What follows belongs to an exercise in optimizing a design on an open flow for small area, a short achievable clock period and few clock cycles; a production flow would make more cautious choices. Function was checked by simulation only, so behaviour that the tests miss may differ from the original. Power is estimated from default activity; no workload was simulated.

P:
## rbsm_matcher
module rbsm_matcher #(
    parameter PAT_MAX = 8,     
    parameter N_SLOT  = 11     
) (
    input  wire        clk,
    input  wire        rst,           
    input  wire        pl_clr,        
    input  wire        pl_push,       
    input  wire [3:0]  pl_slot,
    input  wire [7:0]  pl_byte,
    input  wire        cmd_wait,
    input  wire        cmd_mok,
    input  wire        cmd_merr,
    input  wire        cmd_clr,
    input  wire [31:0] cmd_timeout,
    input  wire        ms_tick,
    input  wire        rx_valid,
    input  wire [7:0]  rx_byte,
    output wire        rx_ready,
    output wire        busy,
    output reg         done,
    output reg  [2:0]  outcome,
    output wire        urc_valid,
    output reg  [2:0]  urc_index,
    input  wire        urc_done
);
==> flow/config.mk <==
export PLATFORM = sky130hd
export DESIGN_NAME = rbsm_matcher
export DESIGN_NICKNAME = rbsm_matcher
export VERILOG_FILES = /design/flow/design.v
export SDC_FILE = /design/flow/constraint.sdc
export NUM_CORES = 4
export LEC_CHECK = 0
export CAP_MARGIN = 0
export CORE_MARGIN = 2
export CORE_UTILIZATION = 45
export CTS_CLUSTER_DIAMETER = 80
export CTS_CLUSTER_SIZE = 26
export PLACE_DENSITY = 0.6
export SETUP_SLACK_MARGIN = 5
export SLEW_MARGIN = 0
==> flow/constraint.sdc <==
create_clock -name core_clock -period 8.0 [get_ports {clk}]
set_input_delay 1.6000 -clock core_clock [delete_from_list [all_inputs] [get_ports {clk}]]
set_output_delay 1.6000 -clock core_clock [all_outputs]
set_load 0.01 [all_outputs]
standard.sh (not shown) runs the stock make flow with config.mk's settings and CLKGATE_MAP_FILE= SYNTH_SCRIPT=/design/flow/synth_recipe.tcl, a recipe that flattens the netlist after the stock synthesis.
==> flow/flow/run.sh <==
#!/bin/bash
set -euo pipefail
bash standard.sh SETUP_SLACK_MARGIN=5.3 finish > standard_flow.log 2>&1
Every stage of the flow completed for P, and the final layout passed the timing, DRC and antenna checks.
Testbench counts of P, summed over its fixed seeds: cycles 21,841.
Input changes introduced in Q (baseline for comparison: P):
--- a/flow/design.v
+++ b/flow/design.v
@@ -149,34 +149,12 @@
         else if (hit[9])  arb_outcome = O_MATCH1 + 3'd1;
         else if (hit[10]) arb_outcome = O_MATCH1 + 3'd2;
         else if (hit_ok)  arb_outcome = O_OK;
         else              arb_outcome = O_ERROR;
     end
     wire remain_zero = (remain == 32'd0);
-    wire [7:0]  gz;                        
-    wire [7:0]  gz_below;                  
-    wire [31:0] z_below;                   
-    genvar g, b;
-    generate
-        for (g = 0; g < 8; g = g + 1) begin : grp
-            assign gz[g] = ~|remain[4*g +: 4];
-            if (g == 0) begin : g0
-                assign gz_below[g] = 1'b1;
-            end else begin : gn
-                assign gz_below[g] = &gz[g-1:0];
-            end
-            for (b = 0; b < 4; b = b + 1) begin : bit_
-                if (b == 0) begin : b0
-                    assign z_below[4*g+b] = gz_below[g];
-                end else begin : bn
-                    assign z_below[4*g+b] = gz_below[g] & ~|remain[4*g +: b];
-                end
-            end
-        end
-    endgenerate
-    wire [31:0] remain_dec = remain ^ z_below;
     wire finish = scan_r && (rx_valid ? (out_any && !urc_any) : remain_zero);
     always @(posedge clk) begin
         if (rst) begin
             busy_r <= 1'b0;
             scan_r <= 1'b0;
             urc_r  <= 1'b0;
@@ -211,12 +189,13 @@
     always @(posedge clk) begin
         if (accept) begin
             mok    <= cmd_mok;
             merr   <= cmd_merr;
             remain <= cmd_timeout;
         end else if (busy_r && ms_tick && !remain_zero) begin
-            remain <= remain_dec;
+            remain <= remain - 1'b1;
         end
         outcome <= rx_valid ? arb_outcome : O_TIMEOUT;
-        urc_index <= ({3{scan_r}} & arb_idx) | ({3{!scan_r}} & urc_index);
+        if (scan_r)
+            urc_index <= arb_idx;
     end
 endmodule
==> comparison <==
- Q went all the way through the flow, and no timing, DRC or antenna check failed.
- STATUS final total power: Q loses against P
- Insertion delay to the later sink of the worst-skew pair: P vs Q — no meaningful difference
- Comparing register share of total power for P and Q, the smaller number came from Q.
- Relative to P, buffer count from post-CTS setup fixing has increased by 8 in Q.
- Summary of Q over P: placed cell area moved down, worst setup slack has decreased, number of violations reported at the end of detailed-routing iteration 0 moved up.
Testbench counts of Q, summed over its fixed seeds: cycles 21,841.


rbsm_matcher, a different RTL version from the one above (not shown whole).
Size: about 2800 cells after synthesis, about 890 flip-flops, about 0.039 mm^2 of cells after synthesis.
==> module rbsm_matcher, before the edit <==
module rbsm_matcher #(
    parameter PAT_MAX = 8,     
    parameter N_SLOT  = 11     
) (
    input  wire        clk,
    input  wire        rst,           
    input  wire        pl_clr,        
    input  wire        pl_push,       
    input  wire [3:0]  pl_slot,
    input  wire [7:0]  pl_byte,
    input  wire        cmd_wait,
    input  wire        cmd_mok,
    input  wire        cmd_merr,
    input  wire        cmd_clr,
    input  wire [31:0] cmd_timeout,
    input  wire        ms_tick,
    input  wire        rx_valid,
    input  wire [7:0]  rx_byte,
    output wire        rx_ready,
    output wire        busy,
    output reg         done,
    output reg  [2:0]  outcome,
    output wire        urc_valid,
    output reg  [2:0]  urc_index,
    input  wire        urc_done
);
    localparam LW = $clog2(PAT_MAX + 1);
    localparam HN = PAT_MAX - 1;           
    localparam [2:0] O_OK      = 3'd1,
                     O_ERROR   = 3'd2,
                     O_TIMEOUT = 3'd3,
                     O_MATCH1  = 3'd4;
    reg        busy_r, scan_r, urc_r, rep_r;
    reg        mok, merr;
    reg [31:0] remain;
    reg        dirty;                      
    assign busy      = busy_r;
    assign rx_ready  = scan_r;
    assign urc_valid = urc_r;
    wire take   = rx_valid && scan_r;
    wire accept = !busy_r && cmd_wait;
    reg [8*PAT_MAX-1:0] pat [0:N_SLOT-1];
    reg [LW-1:0]        len [0:N_SLOT-1];
    reg       ld_clr, ld_push;
    reg [3:0] ld_slot;
    reg [7:0] ld_byte;
    always @(posedge clk) begin
        ld_clr  <= pl_clr && !rst;
        ld_push <= pl_push && !pl_clr && !rst;
        ld_slot <= pl_slot;
        ld_byte <= pl_byte;
    end
    reg [N_SLOT-1:0] len_is1;
    integer s;
    always @(*) begin
        for (s = 0; s < N_SLOT; s = s + 1)
            len_is1[s] = ((ld_clr || ld_push) && ld_slot == s) ? (ld_push && len[s] == 0)
                                                               : (len[s] == 1);
    end
    always @(posedge clk) begin
        for (s = 0; s < N_SLOT; s = s + 1) begin
            if (rst || (ld_clr && ld_slot == s))
                len[s] <= {LW{1'b0}};
            else if (ld_push && ld_slot == s && len[s] != PAT_MAX)
                len[s] <= len[s] + 1'b1;
            if (ld_push && ld_slot == s && len[s] != PAT_MAX)
                pat[s] <= {pat[s][8*PAT_MAX-9:0], ld_byte};
        end
    end
    reg [8*HN-1:0] hist;
    reg [HN-1:0]   hval;
    reg [7:0]      rbyte;                  
    wire [7:0] nbyte = rep_r ? rbyte : rx_byte;
    wire clr_hist = (accept && cmd_clr) || (urc_r && urc_done);
    wire clr_pre  = clr_hist || (accept && dirty && !hval[0]);
    wire unshift  = accept && !cmd_clr && dirty && hval[0];
    reg [N_SLOT-1:0] pre, pre_n;
    reg              ok_k;
    integer i, k;
    always @(*) begin
        for (i = 0; i < N_SLOT; i = i + 1) begin
            ok_k = (nbyte == pat[i][15:8]);
            for (k = 2; k < PAT_MAX; k = k + 1)
                if (k < len[i] && !(hval[k-2] && hist[8*(k-2) +: 8] == pat[i][8*k +: 8]))
                    ok_k = 1'b0;
            pre_n[i] = (len[i] == 1) || (len[i] > 1 && ok_k);
        end
    end
    reg pre_ok, pre_err;
    wire pre_ok_n  = (nbyte == 8'h0D) && hval[1] && (hist[15:0] == {"O", "K"});
    wire pre_err_n = (nbyte == 8'h0D) && hval[4] &&
                     (hist[39:0] == {"E", "R", "R", "O", "R"});
    always @(posedge clk) begin
        if (take || rep_r) begin
            pre     <= pre_n;
            pre_ok  <= pre_ok_n;
            pre_err <= pre_err_n;
        end else if (clr_pre) begin
            pre     <= len_is1;
            pre_ok  <= 1'b0;
            pre_err <= 1'b0;
        end
    end
    always @(posedge clk) begin
        if (rst || clr_hist)
            hval <= {HN{1'b0}};
        else if (unshift)
            hval <= {1'b0, hval[HN-1:1]};
        else if (take || rep_r)
            hval <= {hval[HN-2:0], 1'b1};
    end
    always @(posedge clk) begin
        if (unshift) begin
            hist  <= {hist[8*HN-1 -: 8], hist[8*HN-1:8]};
            rbyte <= hist[7:0];
        end else if (take || rep_r) begin
            hist  <= {hist[8*HN-9:0], nbyte};
        end
    end
    always @(posedge clk) begin
        if (rst || pl_clr || pl_push)
            dirty <= 1'b1;
        else if (clr_pre || rep_r)
            dirty <= 1'b0;
    end
    reg [N_SLOT-1:0] hit;
    integer j;
    always @(*) begin
        for (j = 0; j < N_SLOT; j = j + 1)
            hit[j] = pre[j] && (rx_byte == pat[j][7:0]);
    end
    wire lf     = (rx_byte == 8'h0A);
    wire hit_ok = mok && pre_ok && lf;
    wire hit_er = merr && pre_err && lf;
    wire       urc_any = |hit[7:0];
    wire       out_any = |hit[10:8] || hit_ok || hit_er;
    reg  [2:0] arb_idx, arb_outcome;
    integer u;
    always @(*) begin
        arb_idx = 3'd0;
        for (u = 7; u >= 0; u = u - 1)
            if (hit[u]) arb_idx = u[2:0];
        if (hit[8])       arb_outcome = O_MATCH1;
        else if (hit[9])  arb_outcome = O_MATCH1 + 3'd1;
        else if (hit[10]) arb_outcome = O_MATCH1 + 3'd2;
        else if (hit_ok)  arb_outcome = O_OK;
        else              arb_outcome = O_ERROR;
    end
    wire remain_zero = (remain == 32'd0);
    wire finish = scan_r && (rx_valid ? (out_any && !urc_any) : remain_zero);
    always @(posedge clk) begin
        if (rst) begin
            busy_r <= 1'b0;
            scan_r <= 1'b0;
            urc_r  <= 1'b0;
            rep_r  <= 1'b0;
            done   <= 1'b0;
        end else begin
            done  <= finish;
            rep_r <= unshift;
            if (!busy_r) begin
                busy_r <= cmd_wait;
                scan_r <= cmd_wait && !unshift;
            end else if (rep_r) begin
                scan_r <= 1'b1;
            end else if (urc_r) begin
                if (urc_done) begin
                    urc_r  <= 1'b0;
                    scan_r <= 1'b1;
                end
            end else begin
                if (take && urc_any) begin
                    scan_r <= 1'b0;
                    urc_r  <= 1'b1;
                end
                if (finish) begin
                    scan_r <= 1'b0;
                    busy_r <= 1'b0;
                end
            end
        end
    end
    always @(posedge clk) begin
        if (accept) begin
            mok    <= cmd_mok;
            merr   <= cmd_merr;
            remain <= cmd_timeout;
        end else if (busy_r && ms_tick && !remain_zero) begin
            remain <= remain - 1'b1;
        end
        outcome <= rx_valid ? arb_outcome : O_TIMEOUT;
        if (scan_r)
            urc_index <= arb_idx;
    end
endmodule
clock: 8.0 ns
lec_check: 0
cap_margin: 0
core_margin: 2
core_utilization: 40
cts_cluster_diameter: 100
cts_cluster_size: 24
place_density: 0.55
setup_slack_margin: 5
slew_margin: 0
run.sh (not shown) runs the stock make flow with config.mk's settings and CLKGATE_MAP_FILE= SYNTH_SCRIPT=/design/flow/synth_recipe.tcl, a recipe that flattens the netlist after the stock synthesis.
Stock flow here: none of the scripts above is used.
Testbench counts at the start, summed over its fixed seeds: cycles 21,841.
Edit:
--- a/flow/design.v
+++ b/flow/design.v
@@ -42,28 +42,13 @@
     reg [8*PAT_MAX-1:0] pat [0:N_SLOT-1];
     reg [LW-1:0]        len [0:N_SLOT-1];
-    reg       ld_clr, ld_push;
-    reg [3:0] ld_slot;
-    reg [7:0] ld_byte;
-    always @(posedge clk) begin
-        ld_clr  <= pl_clr && !rst;
-        ld_push <= pl_push && !pl_clr && !rst;
-        ld_slot <= pl_slot;
-        ld_byte <= pl_byte;
-    end
-    reg [N_SLOT-1:0] len_is1;
     integer s;
-    always @(*) begin
-        for (s = 0; s < N_SLOT; s = s + 1)
-            len_is1[s] = ((ld_clr || ld_push) && ld_slot == s) ? (ld_push && len[s] == 0)
-                                                               : (len[s] == 1);
-    end
     always @(posedge clk) begin
         for (s = 0; s < N_SLOT; s = s + 1) begin
-            if (rst || (ld_clr && ld_slot == s))
+            if (rst || (pl_clr && pl_slot == s))
                 len[s] <= {LW{1'b0}};
-            else if (ld_push && ld_slot == s && len[s] != PAT_MAX)
+            else if (pl_push && pl_slot == s && len[s] != PAT_MAX)
                 len[s] <= len[s] + 1'b1;
-            if (ld_push && ld_slot == s && len[s] != PAT_MAX)
-                pat[s] <= {pat[s][8*PAT_MAX-9:0], ld_byte};
+            if (pl_push && !pl_clr && pl_slot == s && len[s] != PAT_MAX)
+                pat[s] <= {pat[s][8*PAT_MAX-9:0], pl_byte};
         end
     end
@@ -92,12 +77,17 @@
                      (hist[39:0] == {"E", "R", "R", "O", "R"});
     always @(posedge clk) begin
-        if (take || rep_r) begin
+        if (rst) begin
+            pre     <= {N_SLOT{1'b0}};
+            pre_ok  <= 1'b0;
+            pre_err <= 1'b0;
+        end else if (clr_pre) begin
+            for (i = 0; i < N_SLOT; i = i + 1)
+                pre[i] <= (len[i] == 1);
+            pre_ok  <= 1'b0;
+            pre_err <= 1'b0;
+        end else if (take || rep_r) begin
             pre     <= pre_n;
             pre_ok  <= pre_ok_n;
             pre_err <= pre_err_n;
-        end else if (clr_pre) begin
-            pre     <= len_is1;
-            pre_ok  <= 1'b0;
-            pre_err <= 1'b0;
         end
     end
@@ -119,8 +109,8 @@
     end
     always @(posedge clk) begin
-        if (rst || pl_clr || pl_push)
+        if (rst || clr_pre || rep_r)
+            dirty <= 1'b0;
+        else if (pl_clr || pl_push)
             dirty <= 1'b1;
-        else if (clr_pre || rep_r)
-            dirty <= 1'b0;
     end
     reg [N_SLOT-1:0] hit;
After rerunning: Die area went down slightly; wire length went down slightly; clock skew went down by 0.013 ns; cell count hardly moves; global-route usage hardly moves; sequential cell count went down by 14; core utilization stays flat.
Testbench counts after the change, summed over its fixed seeds: cycles 21,841.

-- what the ideal ports hide --
The flow's constraints put no driver on any port. The routed layouts listed below were extracted and timed again, unchanged, in two steps.
Step 1 (the two cells are an assumption about what drives the block):
set clk [get_ports {clk}]
set_driving_cell -lib_cell sky130_fd_sc_hd__clkbuf_16 $clk
set_driving_cell -lib_cell sky130_fd_sc_hd__buf_2 [delete_from_list [all_inputs] $clk]
Step 2 times the ports against the registers' clock, not the clock port: input delays grow and output delays shrink by t, the midpoint of the rising clock arrivals with the driver on.
a / b / c = no drivers / after step 1 / after step 2; a / b = the first two.
run | t (ns) | setup slack, ns | worst register clock-pin slew, ns | worst slew at a driven data input, ns
P | 0.674 | 5.209 / 5.143 / 4.670 | 0.11 / 0.11 | 0.06
Q | 0.684 | 5.203 / 5.134 / 4.662 | 0.11 / 0.11 | 0.05
the first run of note 2 | 0.678 | 4.984 / 4.984 / 4.386 | 0.11 / 0.11 | 0.06
the second run of note 2 | 0.678 | 4.968 / 5.006 / 4.328 | 0.11 / 0.11 | 0.11
After both steps every run listed still meets setup and hold. For the second run of note 2, which loses most, drivers alone change the setup slack by +0.038 ns; drivers and shift together by -0.640 ns.
